This design comes from an exercise in tuning for small area, a short achievable clock period and few clock cycles per item on the open sky130 flow, not from production work.
Function was checked by simulation only, so behaviour that the tests miss may differ from the original.

==> flow/design.v (outline; a module is shown in full before it is edited, if it fits) <==
// module fp_mul: 75 lines
// module mul24: 686 lines
// module fp_add: 107 lines
// module voice_filter: 112 lines
module voice_filter (
    input  wire        clk,
    input  wire        rst,        
    input  wire        start,
    input  wire [31:0] x,
    input  wire        topo,       
    input  wire [1:0]  ftype,      
    input  wire [31:0] a0,
    input  wire [31:0] a1,
    input  wire [31:0] a2,
    input  wire [31:0] b1,
    input  wire [31:0] b2,
    input  wire [31:0] f1,
    input  wire [31:0] q,
    output reg         done,
    output reg  [31:0] y
);
  // ...
==> flow/flow/run.sh <==
#!/bin/bash
# The standard layout (standard.sh, which runs ORFS from the standard
# synthesis to the final layout and writes each tool's log under orfs/), with
# one change: buffer_ports buffers the input and output ports with
# sky130_fd_sc_hd__buf_1 cells instead of the cell it picks by default.
# standard.sh's own output goes to standard.log in this folder.
set -e
export BUFFER_PORTS_ARGS="-buffer_cell sky130_fd_sc_hd__buf_1"
echo 'export BUFFER_PORTS_ARGS = -buffer_cell sky130_fd_sc_hd__buf_1' >> config.mk
bash standard.sh > standard.log 2>&1
==> flow/standard.sh <==
#!/bin/bash
# synth_recipe.tcl (not shown) runs the flow's synth.tcl, then flattens the netlist and writes it again
# the make line also repeats each setting of config.mk as NAME=value (left out here)
make -C /OpenROAD-flow-scripts/flow DESIGN_CONFIG=/design/flow/config.mk WORK_HOME=/design/flow/orfs CLKGATE_MAP_FILE= SYNTH_SCRIPT=/design/flow/synth_recipe.tcl "${@:-finish}"
==> flow/config.mk <==
export PLATFORM = sky130hd
export DESIGN_NAME = voice_filter
export DESIGN_NICKNAME = voice_filter
export VERILOG_FILES = /design/flow/design.v
export SDC_FILE = /design/flow/constraint.sdc
export NUM_CORES = 4
export LEC_CHECK = 0
export ABC_AREA = 1
export CAP_MARGIN = 20
export CORE_MARGIN = 2
export CORE_UTILIZATION = 40
export GPL_TIMING_DRIVEN = 0
export PLACE_DENSITY = 0.65
export SETUP_SLACK_MARGIN = 5
export SLEW_MARGIN = 20
export BUFFER_PORTS_ARGS = -buffer_cell sky130_fd_sc_hd__buf_1
==> flow/constraint.sdc <==
create_clock -name core_clock -period 22.0 [get_ports {clk}]
set_input_delay 4.4000 -clock core_clock [delete_from_list [all_inputs] [get_ports {clk}]]
set_output_delay 4.4000 -clock core_clock [all_outputs]
set_load 0.01 [all_outputs]
==> metrics.yaml, run 1 <==
start_util: 0.4031
dp.cells: 8419
taps: 1488
busiest_layer: "met2"
ys_seq_elements: 282
vias: 50403
clkTransAtPathRegs_ns: 0.06
cts_hold_buf: 0
wl_met2_um: 96700
min_period_over_period: 0.7563
yosysTopAreaCell: "edfxtp_1"
end_kind: "primary output"
syn_inst: 6594
fin_cells: 8598
critPathKind: "reg2out"
critical_path.endpoint: "y[3]"
place_ws_ns: 0.9637
cts_tree: "built"
grt_pass1_vias: 47474
synth-async-reset-ratio: 0
holdPathEnd: "x2[21]"
max_freq_mhz: 60.10
synth_area_per_cell_um2: 6.756
most-common-layout-cells: "1537 x nand2_1, 897 x inv_1, 495 x nand3_1, 460 x nor2_1, 365 x xor2_1"
grt_max_degree: 53
diodes: 6
synth-xor-area-share: 0.08544
dieArea_mm2: 0.1141
multi_input_area_mm2: 0.03352
vias_per_cell: 5.862
finalCriticalPeriod_ns: 16.64
grt_usage: 0.3829
fillers: 11741
status: "no timing/DRC/antenna violations"
gp_congestion: 1.033
first_pass_iters: 8
start_kind: "register"
cp.required_ns: 17.60
worstPathArrival_ns: 12.24
critPathSlowestCell: "o211ai_1"
Testbench counts, summed over its fixed seeds: cycles 22,527, items 4,096.
==> run 2, diff against run 1 <==
--- a/flow/config.mk
+++ b/flow/config.mk
@@ -12,3 +12,3 @@
 export GPL_TIMING_DRIVEN = 0
-export PLACE_DENSITY = 0.65
+export PLACE_DENSITY = 0.72
 export SETUP_SLACK_MARGIN = 5
==> run 2 against run 1 <==
Against the previous run: still clean; sequential cell count stayed put; clock-buffer cell count is 4 higher; via count is 1.7% higher; global-route usage is 0.68 points lower; area after synthesis stayed put; non-clock buffer count is 30 higher; critical path depth is 9 lower; clock skew is 0.013 ns higher; hold slack better by 0.014 ns; highest routed layer unchanged.
==> metrics.yaml, run 2 <==
area_delta_synth_final_pct: 17.09
grt_pass1_wl_um: 317200
grt-ovfl-total: 0
critical-path-top-delay-family: "compound AO/OA/AOI/OAI gates"
rsz0062_at_grt: "yes"
vias_per_cell: 5.948  # +1.5%
synth_area_per_cell_um2: 6.756  # unchanged
cp_num_buf_inv: 17
port_buffers: 294
dp.cells: 8412  # -0.083%
grt_usage: 0.3761  # -0.006816
hold_viol: 0
layout-drive-gt1-share: 0.1082
cts_inserted_buffers: 30
clkTransAtPathRegs_ns: 0.06  # about the same
final_util: 0.4720
end_kind: "primary output"
max_stage_delay_ns: 0.46
critPathSlowestCell: "o211ai_1"
r2r_slack_ns: 6.90
top_level_ports: 295
finalCriticalPeriod_ns: 16.85  # +0.2074 ns
rr_worst_depth: 52
max_freq_mhz: 59.36  # -1.2%
start_util: 0.4031  # unchanged
crit_fanout: 10
synth_edf_count: 227
fin_area_mm2: 0.05216
num_rows: 122
max-cap-violations: 0
first_iter_violations: 7092
synth_common_cells: "1580 x nand2_1, 915 x inv_1, 511 x nand3_1"
yosysUniqueCellTypes: 75
wl_um: 222800
synth_sequential_area_ratio: 0.1777
antenna_found_initial: 2
detailed_place_hpwl_um: 180700
worst_pin_slew_ns: 1.316
fin_cells: 8615  # +0.20%
status: "no timing/DRC/antenna violations"
gp_congestion: 1.059  # +2.5%
ys_seq_elements: 282  # unchanged
synth-async-reset-ratio: 0  # unchanged
first_pass_iters: 8  # unchanged
clock-sinks: 282
yosysMostFrequentCell: "nand2_1"
syn-num-nets: 7362
final_common_cell: "nand2_1"
critPathKind: "reg2out"
vias: 51246  # +1.7%
post_drt_wl_per_cell_um: 25.86
grt_pass1_vias: 47617  # +0.30%
die_w_um: 337.7
fin_skew_ns: 0.04569
place_ws_ns: 1.065  # +0.1010 ns
setup_tns_ns: 0
core_area_mm2: 0.1105
whs_path_depth: 0
htreeDepth: 1
ys.flop_type: "edfxtp_1"
holdPathEnd: "x2[12]"
drc_errors: 0
fin_ws_ns: 5.155
slew_violations: 0
regToRegStartpoint: "dflt"
synthTopCellsByArea: "edfxtp_1 15%, nand2_1 13%, fa_1 11%"
maxSlewHeadroom: 0.1197
min_period_over_period: 0.7657  # +0.009428
most-common-layout-cells: "1533 x nand2_1, 890 x inv_1, 499 x nand3_1, 459 x nor2_1, 368 x xor2_1"
cts_buffer_depth: 3
worstPathArrival_ns: 12.45  # +0.21 ns
grt_max_degree: 53  # unchanged
start_kind: "register"
nets: 7870
die-height_um: 337.7
worstHoldPathType: "reg2reg"
cp.required_ns: 17.60  # about the same
ant_nets: 0
cts_hold_buf: 0  # unchanged
syn_inst: 6594  # unchanged
yosysTopAreaCellShare: 0.1530
yosysTopAreaCell: "edfxtp_1"
final-setup-viol-count: 0
placed_area_mm2: 0.04804
yosysWarnings: 3
cts_tree: "built"
syn_area_mm2: 0.04455
hold_path.startpoint: "x1[12]"
dieArea_mm2: 0.1141  # unchanged
clkLatencyLatePin_ns: 0.62
r2r-end: "p[22]"
root_buffer: "clkbuf_16"
-- run 2: cell counts after synthesis --
Identical to the previous run, type by type.
-- run 2: worst max-delay path by stage --
stage                     from  endpoint  slack, ns  cells past startpoint
after global placement    s[2]      y[0]       0.05                     72
final                     s[6]     y[21]       5.15                     77
after global routing      s[6]      y[0]       4.62                     73
after CTS                 s[2]     y[21]       5.03                     89
after detailed placement  s[2]      y[5]       1.06                     72
after floorplan           s[2]      y[3]       5.27                     85
-- run 2: per-layer routing --
| layer | vias to the layer above | part of all wire | track usage |
|---|---|---|---|
| met5 | - | 0.000049 | 0 |
| met4 | 2 | 0.060 | 0.1757 |
| met3 | 646 | 0.12 | 0.07904 |
| met2 | 3329 | 0.41 | 0.5618 |
| met1 | 24459 | 0.40 | 0.5169 |
| li1 | 22810 | - | - |
-- run 2: area by class of cell --
type                    instances  area (um2)
repair buffers                476        2653
inverters                     946        3587
flip-flops and latches        282        7940
plain buffers                 322        1632
well taps                    1488        1862
clock inverters                 9       107.6
diodes                          1       2.502
fillers                     11447       58350
multi-input cells            5044       33490
clock buffers                  47       892.1
-- run 2: worst register-to-register path, delay by kind of cell (launching register included) --
kind	cells	cell delay (ns)
compound gates	11	2.82
xor+xnor	2	0.60
fa+ha+maj	9	3.91
buf+inv	10	3.98
flops	1	0.55
simple gates	20	3.09
-- run 2: what timing repair did --
item / 4_1_cts / 5_1_grt
gates cloned: 1 / 1
hold endpoints to repair: 0 / 0
pin swaps: 60 / 120
resized for setup: 251 / 310
setup endpoints to repair: 53 / 61
buffers inserted: 75 / 69
-- run 2: metrics by stage --
step,hold WS (ns)
floorplan,0.4264
global placement,0.4288
detailed placement,0.4324
CTS,0.4429
global route,0.4521
finish,0.4463
-- run 2: kinds of logic (layout without fill, tap and decap cells) --
family | count (synthesis) | after routing | share of synthesized area
other cells | 1 | 2 | 0.00008418
flops | 282 | 282 | 0.1777
xor+xnor | 432 | 432 | 0.08544
mux | 14 | 14 | 0.003146
fa+ha+maj | 506 | 506 | 0.1847
compound gates | 1210 | 1210 | 0.1619
simple gates | 2881 | 2881 | 0.2761
buf+inv | 1268 | 1800 | 0.1109

==> port drivers added, routing unchanged <==
The results above use ideal ports. As a check the final layouts listed here were re-extracted and re-timed, cells and wires unchanged. Step 1 assumes that a clkbuf_16 drives the clock port and a buf_2 every other input. Step 2 moves the port delays by t, midway between the first and last clock arrival at a register: inputs arrive t later, outputs are due t later. That takes back most of the time a late clock gives input paths. a / b / c = ideal / step 1 / step 2; a / b = the first two.
| run | shift t [ns] | setup WS [ns] | worst setup path at the end |
|---|---|---|---|
| run 1 | 0.607 | 5.362 / 5.303 / 4.890 | input to register |
| run 2 | 0.661 | 5.155 / 5.093 / 5.019 | input to register |
After both steps every run listed still meets setup and hold. The setup slack of run 1, which loses most, moves by -0.059 ns with the drivers and by -0.472 ns with both steps.
